This design comes from an exercise in tuning for small area, a short achievable clock period and few clock cycles per item on the open sky130 flow, not from production work.
Function was checked by simulation only, so behaviour that the tests miss may differ from the original.
Power figures rest on the tool's default switching activity, not on a simulated workload.

## alpha
// tdn2_acc
module tdn2_acc (
    input  wire        clk,
    input  wire        rst,           
    input  wire        cmd_valid,
    output wire        cmd_ready,
    input  wire [23:0] cmd,
    input  wire        btn,           
    output reg         rsp_valid,
    output reg  [1:0]  rsp_status,
    output reg  [15:0] rsp_data,
    output reg         rly_auto,
    output reg         rly_dir,
    output reg         drv_pwr
);
Size in the first run: ~2900 cells after synthesis, ~330 flip-flops, about 24000 µm² of cells after synthesis.
export LEC_CHECK = 0
export CAP_MARGIN = 20
export CORE_MARGIN = 2
export CORE_UTILIZATION = 55
export SLEW_MARGIN = 20
export TNS_END_PERCENT = 100
create_clock -name core_clock -period 12.0 [get_ports {clk}]
standard.sh (not shown) runs the stock make flow with config.mk's settings and CLKGATE_MAP_FILE= SYNTH_SCRIPT=/design/flow/synth_recipe.tcl, a recipe that flattens the netlist after the stock synthesis.
==> flow/flow/run.sh <==
#!/bin/bash
# The standard layout (standard.sh: ORFS from synthesis to the final
# layout), with two changes to how the layout is made:
# - the timing repair after placement, CTS and global routing aims at 5.25 ns
#   instead of the 12 ns clock period, so that the layout gets as fast as
#   the logic allows;
# - every input and output port still gets a buffer, but a buf_2 rather than
#   the delay buffer buffer_ports picks by default (smaller and faster).
# Everything else is the standard flow.
set -euo pipefail
bash standard.sh SETUP_SLACK_MARGIN=6.75 "BUFFER_PORTS_ARGS=-buffer_cell sky130_fd_sc_hd__buf_2" finish > standard.log 2>&1
Testbench counts of alpha, summed over its fixed seeds: cycles 805,560, ops 776,106.
The inputs of beta differ from those of alpha as listed below.
==> flow/flow/run.sh <==
#!/bin/bash
# The standard layout (standard.sh: ORFS from synthesis to the final
# layout), with two changes to how the layout is made:
# - the timing repair after placement, CTS and global routing aims at 5 ns
#   instead of the 12 ns clock period, so that the layout gets as fast as
#   the logic allows;
# - every input and output port still gets a buffer, but a buf_2 rather than
#   the delay buffer buffer_ports picks by default (smaller and faster).
# Everything else is the standard flow.
set -euo pipefail
bash standard.sh SETUP_SLACK_MARGIN=7 "BUFFER_PORTS_ARGS=-buffer_cell sky130_fd_sc_hd__buf_2" finish > standard.log 2>&1
- When the final numbers for alpha and beta were put side by side, the detailed-route wire length turned out to be smaller in beta.
- beta vs. alpha: post-route core utilization saw an increase; total global routing track utilization saw a decrease; sequential group share of total power saw a decrease; count of buffers added by post-CTS timing repair for setup saw an increase; post-route standard cell area excluding fillers saw an increase.
The following lists how gamma was set up differently from beta:
==> flow/flow/run.sh <==
#!/bin/bash
# The standard layout (standard.sh: ORFS from synthesis to the final
# layout), with the timing repair after placement, CTS and global routing
# aiming at 5 ns instead of the 12 ns clock period, so that the layout
# gets as fast as the logic allows. Everything else is the standard flow.
set -euo pipefail
bash standard.sh SETUP_SLACK_MARGIN=7 finish > standard.log 2>&1
[summary]
gamma closes out successfully: all stages finished, all timing, DRC and antenna checks passed. Changes observed in gamma relative to beta: clock-buffer cell count rose 5.9%, share of the core filled with cells in the final layout increased by 0.29 points relative to the old numbers, maximum frequency went up. Taking beta as the reference point, the final worst setup slack of gamma rises by 0.071 ns. Comparing gamma with beta, the leakage power summed over all cells came out essentially unchanged. Going from beta to gamma, total design power decreased 0.00020 W, net switching fraction of the power essentially unchanged, placer congestion estimate decreased about 0.55%. Sort beta and gamma by buffer count excluding the clock tree in the final layout asc -> top: beta. Where wire length is concerned, beta is better than gamma. On combinational cell fraction of total power, gamma tracks beta almost exactly.

---

== old ==
tdn2_acc again, from the RTL that the note above started with.
clock: 12.0 ns
lec_check: 0
cap_margin: 20
core_margin: 2
core_utilization: 55
slew_margin: 20
==> flow/flow/run.sh <==
#!/bin/bash
# The standard layout (standard.sh: ORFS from synthesis to the final
# layout), with two changes to how the layout is made:
# - the timing repair after placement, CTS and global routing aims at 5 ns
#   instead of the 12 ns clock period, so that the layout gets as fast as
#   the logic allows;
# - every input and output port still gets a buffer, but a buf_2 rather than
#   the delay buffer buffer_ports picks by default (smaller and faster).
# Everything else is the standard flow.
set -euo pipefail
bash standard.sh SETUP_SLACK_MARGIN=7 "BUFFER_PORTS_ARGS=-buffer_cell sky130_fd_sc_hd__buf_2" finish > standard.log 2>&1
Testbench counts of old, summed over its fixed seeds: cycles 805,560, ops 776,106.
> inputs changed (old -> new)
==> flow/flow/run.sh <==
#!/bin/bash
# The standard layout (standard.sh: ORFS from synthesis to the final
# layout), with the timing repair after placement, CTS and global routing
# aiming at 5 ns instead of the 12 ns clock period, so that the layout
# gets as fast as the logic allows. Everything else is the standard flow.
set -euo pipefail
bash standard.sh SETUP_SLACK_MARGIN=7 finish > standard.log 2>&1
Results
Taking old as the reference point, the part of the cycle the worst path needs of new falls by 0.59 points.
From old to new the numbers moved as follows: power share of the clock group fell by 0.4 points; number of filler instances in the final layout fell by 58.
Violation count after the first detailed-route iteration sits lower in new than in old.
The final reports for new and old show quantity of gates resized following cts higher in the former.
Row via count of the first global-routing pass: new higher / old lower

==> what the ideal ports hide <==
Ports are ideal in the flow. The routed layouts listed here were re-timed in OpenROAD.
Step 1 (the two cells are an assumption about what drives the block):
set clk [get_ports {clk}]
set_driving_cell -lib_cell sky130_fd_sc_hd__clkbuf_16 $clk
set_driving_cell -lib_cell sky130_fd_sc_hd__buf_2 [delete_from_list [all_inputs] $clk]
Step 2 moves the port delays by t, midway between the first and last clock arrival at a register: inputs arrive t later, outputs are due t later. That takes back most of the time a late clock gives input paths.
a / b / c = ideal ports / drivers / drivers and shift; a / b = the first two.
run	shift t [ns]	setup WS [ns]	worst data-port slew with drivers (ns)	cell pins on the clock port's net
alpha	0.622	6.900 / 6.900 / 6.373	0.04	1
beta	0.615	7.039 / 7.039 / 6.605	0.04	1
gamma	0.615	7.111 / 7.111 / 6.594	0.05	1
old	0.615	7.039 / 7.039 / 6.605	0.04	1
new	0.615	7.111 / 7.111 / 6.594	0.05	1
After both steps every run listed still meets setup and hold. The setup slack of alpha, which loses most, moves by 0.000 ns with the drivers and by -0.527 ns with both steps.
